This is an optimization exercise on Yosys and OpenROAD, whose aim is small area, a short achievable clock period and few clock cycles, not a production implementation. Where RTL was checked, it was by simulation tests only, not by an equivalence proof against the original.

Setup of run 1:
// cc_pool
module cc_pool #(
    parameter NCORES = 4         
) (
    input  wire                 clk,
    input  wire                 rst,
    input  wire                 cfg_target_op,
    input  wire                 cfg_palette,
    input  wire                 cfg_tie_red,
    input  wire                 cfg_rot_left,
    input  wire                 cfg_blue_arith,
    input  wire                 cfg_acc_first,
    input  wire [3:0]           cfg_arith_en,
    input  wire                 tick,
    input  wire [NCORES-1:0]    cell_valid,
    input  wire [32*NCORES-1:0] cell_data,
    input  wire [NCORES-1:0]    cell_last,
    output wire [NCORES-1:0]    cell_ready,
    output reg                  out_valid,
    output reg  [1:0]           out_core,
    output reg  [23:0]          out_rgb,
    input  wire                 out_ready,
    output wire [NCORES-1:0]    done
);
    localparam PH_ONE = 2'd0, PH_RAMP = 2'd1, PH_SET2 = 2'd2, PH_LAST = 2'd3;
    localparam PH_WAIT = 2'd0, PH_MDQ = 2'd1, PH_MDR = 2'd2, PH_FIN = 2'd3;
    localparam X_ADD = 3'd0, X_SUB = 3'd1, X_SET = 3'd2, X_ROT = 3'd3,
               X_NOP = 3'd4, X_DLY = 3'd5, X_MUL = 3'd6, X_DIV = 3'd7;
    reg       q_tgt_op, q_palette, q_tie_red, q_rot_left, q_blue_on, q_acc_first;
    reg [3:0] q_en;
    reg       tick_q;
    always @(posedge clk) begin
        q_tgt_op    <= cfg_target_op;
        q_palette   <= cfg_palette;
        q_tie_red   <= cfg_tie_red;
        q_rot_left  <= cfg_rot_left;
        q_blue_on   <= cfg_blue_arith & ~cfg_palette;
        q_acc_first <= cfg_acc_first;
        q_en        <= cfg_arith_en;
        tick_q      <= tick;
    end
    reg [95:0] acc;              
    reg [95:0] opd;              
    reg [3:0]  rdy;              
    reg [3:0]  nd;               
    reg [7:0]  ph;
    reg [11:0] opx;
    reg [3:0]  first, last, done_r;
  ...
==> flow/config.mk <==
export PLATFORM = sky130hd
export DESIGN_NAME = cc_pool
export DESIGN_NICKNAME = cc_pool
export VERILOG_FILES = /design/flow/design.v
export SDC_FILE = /design/flow/constraint.sdc
export NUM_CORES = 4
export LEC_CHECK = 0
export ABC_AREA = 1
export CAP_MARGIN = 20
export CORE_MARGIN = 2
export CORE_UTILIZATION = 60
export CTS_BUF_LIST = sky130_fd_sc_hd__clkbuf_16
export CTS_CLUSTER_DIAMETER = 60
export CTS_CLUSTER_SIZE = 25
export SLEW_MARGIN = 20
==> flow/constraint.sdc <==
create_clock -name core_clock -period 15.5 [get_ports {clk}]
set_input_delay 3.1000 -clock core_clock [delete_from_list [all_inputs] [get_ports {clk}]]
set_output_delay 3.1000 -clock core_clock [all_outputs]
set_load 0.01 [all_outputs]
standard.sh (not shown) runs the stock make flow with config.mk's settings and CLKGATE_MAP_FILE= SYNTH_SCRIPT=/design/flow/synth_recipe.tcl, a recipe that flattens the netlist after the stock synthesis.
==> flow/flow/run.sh <==
#!/bin/bash
# Standard ORFS layout (the standard.sh, unchanged synthesis), with the
# timing repair steps aimed at a setup slack of 11 ns instead of 0.
bash standard.sh SETUP_SLACK_MARGIN=11 finish > standard.log 2>&1
Testbench counts of run 1, summed over its fixed seeds: cycles 225,125.
Changes in run 2 relative to run 1:
# run 1
export LEC_CHECK = 0
export ABC_AREA = 1
export CAP_MARGIN = 20
export CORE_MARGIN = 2
export CORE_UTILIZATION = 60
export CTS_BUF_LIST = sky130_fd_sc_hd__clkbuf_16
export CTS_CLUSTER_DIAMETER = 60
export CTS_CLUSTER_SIZE = 25
export SLEW_MARGIN = 20
create_clock -name core_clock -period 15.5 [get_ports {clk}]
# run 2
export LEC_CHECK = 0
export ABC_AREA = 1
export CAP_MARGIN = 10
export CORE_MARGIN = 2
export CORE_UTILIZATION = 60
export CTS_BUF_LIST = sky130_fd_sc_hd__clkbuf_16
export CTS_CLUSTER_DIAMETER = 60
export CTS_CLUSTER_SIZE = 25
export SLEW_MARGIN = 10
create_clock -name core_clock -period 15.5 [get_ports {clk}]
### Flow results
In summary, run 2 completed successfully, with a layout that passed the timing, DRC and antenna checks.
Met3 routed wirelength: run 2 vs run 1 identical
Summary of run 2 over run 1: global-route usage did not really move; number of sinks driven by the clock tree flat; number of sequential cells in the layout held steady; synthesized cell count now sits at about the same level.
The inputs of run 3 differ from those of run 2 as listed below.
# run 2
export LEC_CHECK = 0
export ABC_AREA = 1
export CAP_MARGIN = 10
export CORE_MARGIN = 2
export CORE_UTILIZATION = 60
export CTS_BUF_LIST = sky130_fd_sc_hd__clkbuf_16
export CTS_CLUSTER_DIAMETER = 60
export CTS_CLUSTER_SIZE = 25
export SLEW_MARGIN = 10
create_clock -name core_clock -period 15.5 [get_ports {clk}]
# run 3
export LEC_CHECK = 0
export CAP_MARGIN = 20
export CORE_MARGIN = 2
export CORE_UTILIZATION = 60
export CTS_BUF_LIST = sky130_fd_sc_hd__clkbuf_16
export CTS_CLUSTER_DIAMETER = 60
export CTS_CLUSTER_SIZE = 25
export SLEW_MARGIN = 20
create_clock -name core_clock -period 15.5 [get_ports {clk}]
--- outcome ---
Each of the runs, namely run 2 and run 3, reached the end of the flow and came out clean.
Run 2 -> run 3: number of max-capacitance violations reported delta 0, exact match
Of run 2 and run 3, run 2 shows the higher clock-buffer cell count, with run 3 below it.
Higher number of ordinary and repair buffers in the finished layout was reported by run 3, not run 2.
Setup changes, run 3 to run 4
# run 3
export LEC_CHECK = 0
export CAP_MARGIN = 20
export CORE_MARGIN = 2
export CORE_UTILIZATION = 60
export CTS_BUF_LIST = sky130_fd_sc_hd__clkbuf_16
export CTS_CLUSTER_DIAMETER = 60
export CTS_CLUSTER_SIZE = 25
export SLEW_MARGIN = 20
create_clock -name core_clock -period 15.5 [get_ports {clk}]
# run 4
export LEC_CHECK = 0
export ABC_AREA = 1
export CAP_MARGIN = 20
export CORE_MARGIN = 2
export CORE_UTILIZATION = 60
export CTS_BUF_LIST = sky130_fd_sc_hd__clkbuf_16
export CTS_CLUSTER_DIAMETER = 90
export CTS_CLUSTER_SIZE = 32
export SLEW_MARGIN = 20
create_clock -name core_clock -period 15.5 [get_ports {clk}]
--- outcome ---
- Diff run 3 -> run 4: final cell count picked up an extra 20%; total wire length after detailed routing picked up an extra about 3%; clock buffer count in the final layout lost about 28%.
- In the reports for run 3 and run 4, the larger met3 usage in global routing belongs to run 3.
- Diff run 3..run 4 | xor/xnor share of the synthesized area | negligible
- Post-route cell area: run 4 vs run 3 down 2.7%
[inputs] run 5 vs run 4
# run 4
export LEC_CHECK = 0
export ABC_AREA = 1
export CAP_MARGIN = 20
export CORE_MARGIN = 2
export CORE_UTILIZATION = 60
export CTS_BUF_LIST = sky130_fd_sc_hd__clkbuf_16
export CTS_CLUSTER_DIAMETER = 90
export CTS_CLUSTER_SIZE = 32
export SLEW_MARGIN = 20
create_clock -name core_clock -period 15.5 [get_ports {clk}]
# run 5
export LEC_CHECK = 0
export ABC_AREA = 1
export CAP_MARGIN = 20
export CORE_MARGIN = 2
export CORE_UTILIZATION = 50
export CTS_BUF_LIST = sky130_fd_sc_hd__clkbuf_16
export CTS_CLUSTER_DIAMETER = 60
export CTS_CLUSTER_SIZE = 25
export SLEW_MARGIN = 20
create_clock -name core_clock -period 15.5 [get_ports {clk}]
--- outcome ---
- Looking at type of the worst setup path, the reg -> out result is from run 5; the in -> reg one comes from run 4.
- Run 5 vs. run 4: area occupied by multi-input gates now larger, global-route met2 utilization decreased by 7.2 points relative to the old numbers, cell count increased by 125 relative to the old numbers.
- Of the two values seen for origin of the worst setup path, out_ready was produced by run 4 and rdy[2] by run 5.
--- input diff run 5..run 6 ---
# run 5
export LEC_CHECK = 0
export ABC_AREA = 1
export CAP_MARGIN = 20
export CORE_MARGIN = 2
export CORE_UTILIZATION = 50
export CTS_BUF_LIST = sky130_fd_sc_hd__clkbuf_16
export CTS_CLUSTER_DIAMETER = 60
export CTS_CLUSTER_SIZE = 25
export SLEW_MARGIN = 20
create_clock -name core_clock -period 15.5 [get_ports {clk}]
# run 6
export LEC_CHECK = 0
export ABC_AREA = 1
export CAP_MARGIN = 20
export CORE_MARGIN = 2
export CORE_UTILIZATION = 72
export CTS_BUF_LIST = sky130_fd_sc_hd__clkbuf_16
export CTS_CLUSTER_DIAMETER = 60
export CTS_CLUSTER_SIZE = 25
export SLEW_MARGIN = 20
create_clock -name core_clock -period 15.5 [get_ports {clk}]
==> comparison <==
For run 5 and run 6, there was not a single run that failed to finish clean. Comparing run 5 and run 6, the lower worst setup slack before clock tree synthesis is on run 6. Run 5 → run 6: tightest slew margin relative to the limit has decreased. Cmp run 6 vs run 5: shortest clock period the worst path allows after layout higher in run 6. Run 6 ends up with a count of buffering cells on the critical path with inverters included that is 1 higher than in run 5. Global-route usage sits higher in run 6 than in run 5. Final clock period utilization by the worst path was higher in the run labelled run 6. Via count of the first global-routing pass up 1839 in run 6 wrt run 5.

---

Another version of the RTL of cc_pool (not shown whole).
Size in the first run: ~2,600 cells after synthesis, ~190 I/O pins, ~26,000 um2 of cells after synthesis.
export LEC_CHECK = 0
export CAP_MARGIN = 20
export CORE_MARGIN = 2
export CORE_UTILIZATION = 35
export SLEW_MARGIN = 20
create_clock -name core_clock -period 15.5 [get_ports {clk}]
==> flow/flow/run.sh <==
#!/bin/bash
# Standard ORFS layout, with timing repair aimed below the clock period.
bash standard.sh SETUP_SLACK_MARGIN=11 finish > standard.log 2>&1
The baseline finished with timing, DRC and antenna clean.
Then changed:
==> flow/run.sh (new file) <==
#!/bin/bash
# synth_recipe.tcl (not shown) runs the flow's synth.tcl, then flattens the netlist and writes it again
# the make line also repeats each setting of config.mk as NAME=value (left out here)
make -C /OpenROAD-flow-scripts/flow DESIGN_CONFIG=/design/flow/config.mk WORK_HOME=/design/flow/orfs CLKGATE_MAP_FILE= SYNTH_SCRIPT=/design/flow/synth_recipe.tcl finish
removed: flow/flow/run.sh
removed: flow/standard.sh
=>
- core utilization went down by 4.4 points
- via count falls by 7.4%
- critical path depth is lower by 10
- first-iteration DRC count shrinks by about 23%
- sequential share of layout area came out higher by 3.0 points
- non-clock buffer count shrinks by 164
- area after synthesis does not change
- register-to-register slack gets worse by 1.4 ns
- setup slack degrades by 1.5 ns
- final area shrinks by about 10%
Function was not checked in any run of this note: the RTL went through the layout flow alone.

---

cc_pool, a different RTL version from the one above (not shown whole).
Size: about 2300 cells after synthesis, about 350 flip-flops, about 190 I/O pins.
Settings: LEC_CHECK=0, CAP_MARGIN=20, CORE_MARGIN=2, CORE_UTILIZATION=60, SLEW_MARGIN=20; clock period 15.5 ns.
==> flow/flow/run.sh <==
#!/bin/bash
# Standard ORFS layout (the standard.sh, unchanged synthesis), with the
# timing repair steps aimed at a setup slack of 10 ns instead of 0.
bash standard.sh SETUP_SLACK_MARGIN=10 finish > standard.log 2>&1
The baseline passed the timing, DRC and antenna checks.
Next try:
==> flow/flow/run.sh (replaced) <==
#!/bin/bash
# Standard ORFS layout (the standard.sh, unchanged synthesis), with the
# timing repair steps aimed at a setup slack of 11 ns instead of 0.
bash standard.sh SETUP_SLACK_MARGIN=11 finish > standard.log 2>&1
=> First-iteration DRC count increases by 7.9%; final area goes up by 7.6%.
Next try:
==> flow/flow/run.sh (replaced) <==
#!/bin/bash
# Standard ORFS layout (the standard.sh, unchanged synthesis), with the
# timing repair steps aimed at a setup slack of 10.5 ns instead of 0.
bash standard.sh SETUP_SLACK_MARGIN=10.5 finish > standard.log 2>&1
- final area shrinks by about 5%
- global-route usage decreases by 1.6 points
- worst setup slack is worse by 0.44 ns
- synthesized area stays the same
- core utilization falls by 3.8 points
No run of this note included a check of the RTL's function; only the layout flow was run.

---

cc_pool, a different RTL version from the one above (not shown whole).
Size in the first run: about 2200 cells after synthesis, ~190 I/O pins.
==> flow/config.mk <==
export PLATFORM = sky130hd
export DESIGN_NAME = cc_pool
export DESIGN_NICKNAME = cc_pool
export VERILOG_FILES = /design/flow/design.v
export SDC_FILE = /design/flow/constraint.sdc
export NUM_CORES = 4
export LEC_CHECK = 0
export CAP_MARGIN = 20
export CORE_MARGIN = 2
export CORE_UTILIZATION = 60
export CTS_BUF_LIST = sky130_fd_sc_hd__clkbuf_8 sky130_fd_sc_hd__clkbuf_16
export CTS_CLUSTER_DIAMETER = 50
export CTS_CLUSTER_SIZE = 18
export SLEW_MARGIN = 20
==> flow/constraint.sdc <==
create_clock -name core_clock -period 15.5 [get_ports {clk}]
set_input_delay 3.1000 -clock core_clock [delete_from_list [all_inputs] [get_ports {clk}]]
set_output_delay 3.1000 -clock core_clock [all_outputs]
set_load 0.01 [all_outputs]
==> flow/flow/run.sh <==
#!/bin/bash
# Standard ORFS layout (the standard.sh, unchanged synthesis), with the
# timing repair steps aimed at a setup slack of 11 ns instead of 0.
bash standard.sh SETUP_SLACK_MARGIN=11 finish > standard.log 2>&1
The baseline completed with no timing, DRC or antenna violations.
Testbench counts at the start, summed over its fixed seeds: cycles 224,677.
Next try:
Settings changed: ABC_AREA set to 1, CTS_BUF_LIST sky130_fd_sc_hd__clkbuf_8 sky130_fd_sc_hd__clkbuf_16 to sky130_fd_sc_hd__clkbuf_16, CTS_CLUSTER_DIAMETER 50 to 60, CTS_CLUSTER_SIZE 18 to 25, TNS_END_PERCENT set to 20.
Sequential share of layout area came out higher by 0.61 points.
Routed wire length falls slightly.
Critical path depth decreases by 14.
Area after synthesis climbs by a few percent.
Design area fell slightly.
Non-clock buffer count drops by 84.
Worst hold slack gets worse by 0.0052 ns.
Via count is higher by a little under a tenth.
Next try:
Settings changed: TNS_END_PERCENT 20 to 0.
The changed run passed the timing, DRC and antenna checks.
Routed wire length shrinks by 3.3%.
Utilization went down by 1.1 points.
Cell area is lower by 1.5%.
Worst setup slack is worse by 0.042 ns.
First-iteration DRC count rose by 2.7%.
Final cell count fell by 0.75%.

---

the reference run:
Another version of the RTL of cc_pool (not shown whole).
Size: ~330 flip-flops, ~190 I/O pins, ~0.023 mm2 of cells after synthesis.
export LEC_CHECK = 0
export ABC_AREA = 1
export CAP_MARGIN = 20
export CORE_MARGIN = 2
export CORE_UTILIZATION = 60
export CTS_BUF_LIST = sky130_fd_sc_hd__clkbuf_16
export CTS_CLUSTER_DIAMETER = 60
export CTS_CLUSTER_SIZE = 25
export SLEW_MARGIN = 20
create_clock -name core_clock -period 15.5 [get_ports {clk}]
Scripts as last shown in full above: flow/flow/run.sh
Looking at the reports, the reference run completed the entire flow and the layout it produced met the timing, DRC and antenna checks.
Edits applied to the flow inputs when going from the reference run to the trial run:
==> flow/flow/run.sh <==
#!/bin/bash
# Standard ORFS layout (the standard.sh, unchanged synthesis), with the
# timing repair steps aimed at a setup slack of 11.2 ns instead of 0.
bash standard.sh SETUP_SLACK_MARGIN=11.2 finish > standard.log 2>&1
--- outcome ---
Post-route non-filler standard cell count in the trial run is 0.64% higher than in the reference run
Of the trial run and the reference run, the higher largest driver fanout on the critical path belongs to the trial run.
Diff the reference run -> the trial run: wire length saw an increase, number of ordinary and repair buffers in the finished layout climbed about 9%, worst setup skew after layout up 3.2 ps.
Per the comparison of the trial run with the reference run, die outline area now sits at about the same level; hold slack now sits higher; clock latency on the worst-skew pair now sits at about the same level; via count now sits at about the same level.
Function was not checked in any run of this note: the RTL went through the layout flow alone.

## static timing again, ports no longer ideal
The results above use ideal ports. As a check the final layouts listed here were re-extracted and re-timed, cells and wires unchanged. Step 1 sets driving cells, clkbuf_16 on the clock port and buf_2 on the other inputs (assumed; they add their load-dependent delay and slew). Step 2 also shifts input and output timing later by t, the mid clock arrival at the registers, as if the neighbouring blocks saw the same clock. a / b / c = ideal ports / drivers / drivers and shift; a / b = the first two.
run	t, ns	setup WS [ns]	worst register clock-pin slew, ns
run 1	0.645	11.037 / 10.981 / 10.455	0.09 / 0.09
run 2	0.645	11.037 / 10.981 / 10.455	0.09 / 0.09
run 3	0.655	10.812 / 10.823 / 10.167	0.09 / 0.09
run 4	0.595	11.034 / 11.000 / 10.458	0.12 / 0.12
run 5	0.629	11.033 / 10.971 / 10.512	0.08 / 0.08
run 6	0.645	10.996 / 10.971 / 10.394	0.10 / 0.10
the first run of note 2	0.648	10.804 / 10.804 / 10.360	0.07 / 0.07
the second run of note 2	0.639	9.259 / 9.261 / 8.622	0.07 / 0.07
the first run of note 3	0.610	10.131 / 10.131 / 9.588	0.07 / 0.07
the second run of note 3	0.625	10.945 / 10.945 / 10.396	0.07 / 0.07
the third run of note 3	0.613	10.507 / 10.486 / 10.170	0.07 / 0.07
the first run of note 4	0.625	10.925 / 10.925 / 10.432	0.08 / 0.08
the second run of note 4	0.657	10.862 / 10.802 / 10.327	0.09 / 0.09
the third run of note 4	0.609	10.819 / 10.761 / 10.301	0.09 / 0.09
the reference run	0.656	11.011 / 10.954 / 10.487	0.09 / 0.09
the trial run	0.673	11.162 / 11.101 / 10.605	0.09 / 0.09
After both steps every run listed still meets setup and hold. The setup slack of run 3, which loses most, moves by +0.011 ns with the drivers and by -0.645 ns with both steps.
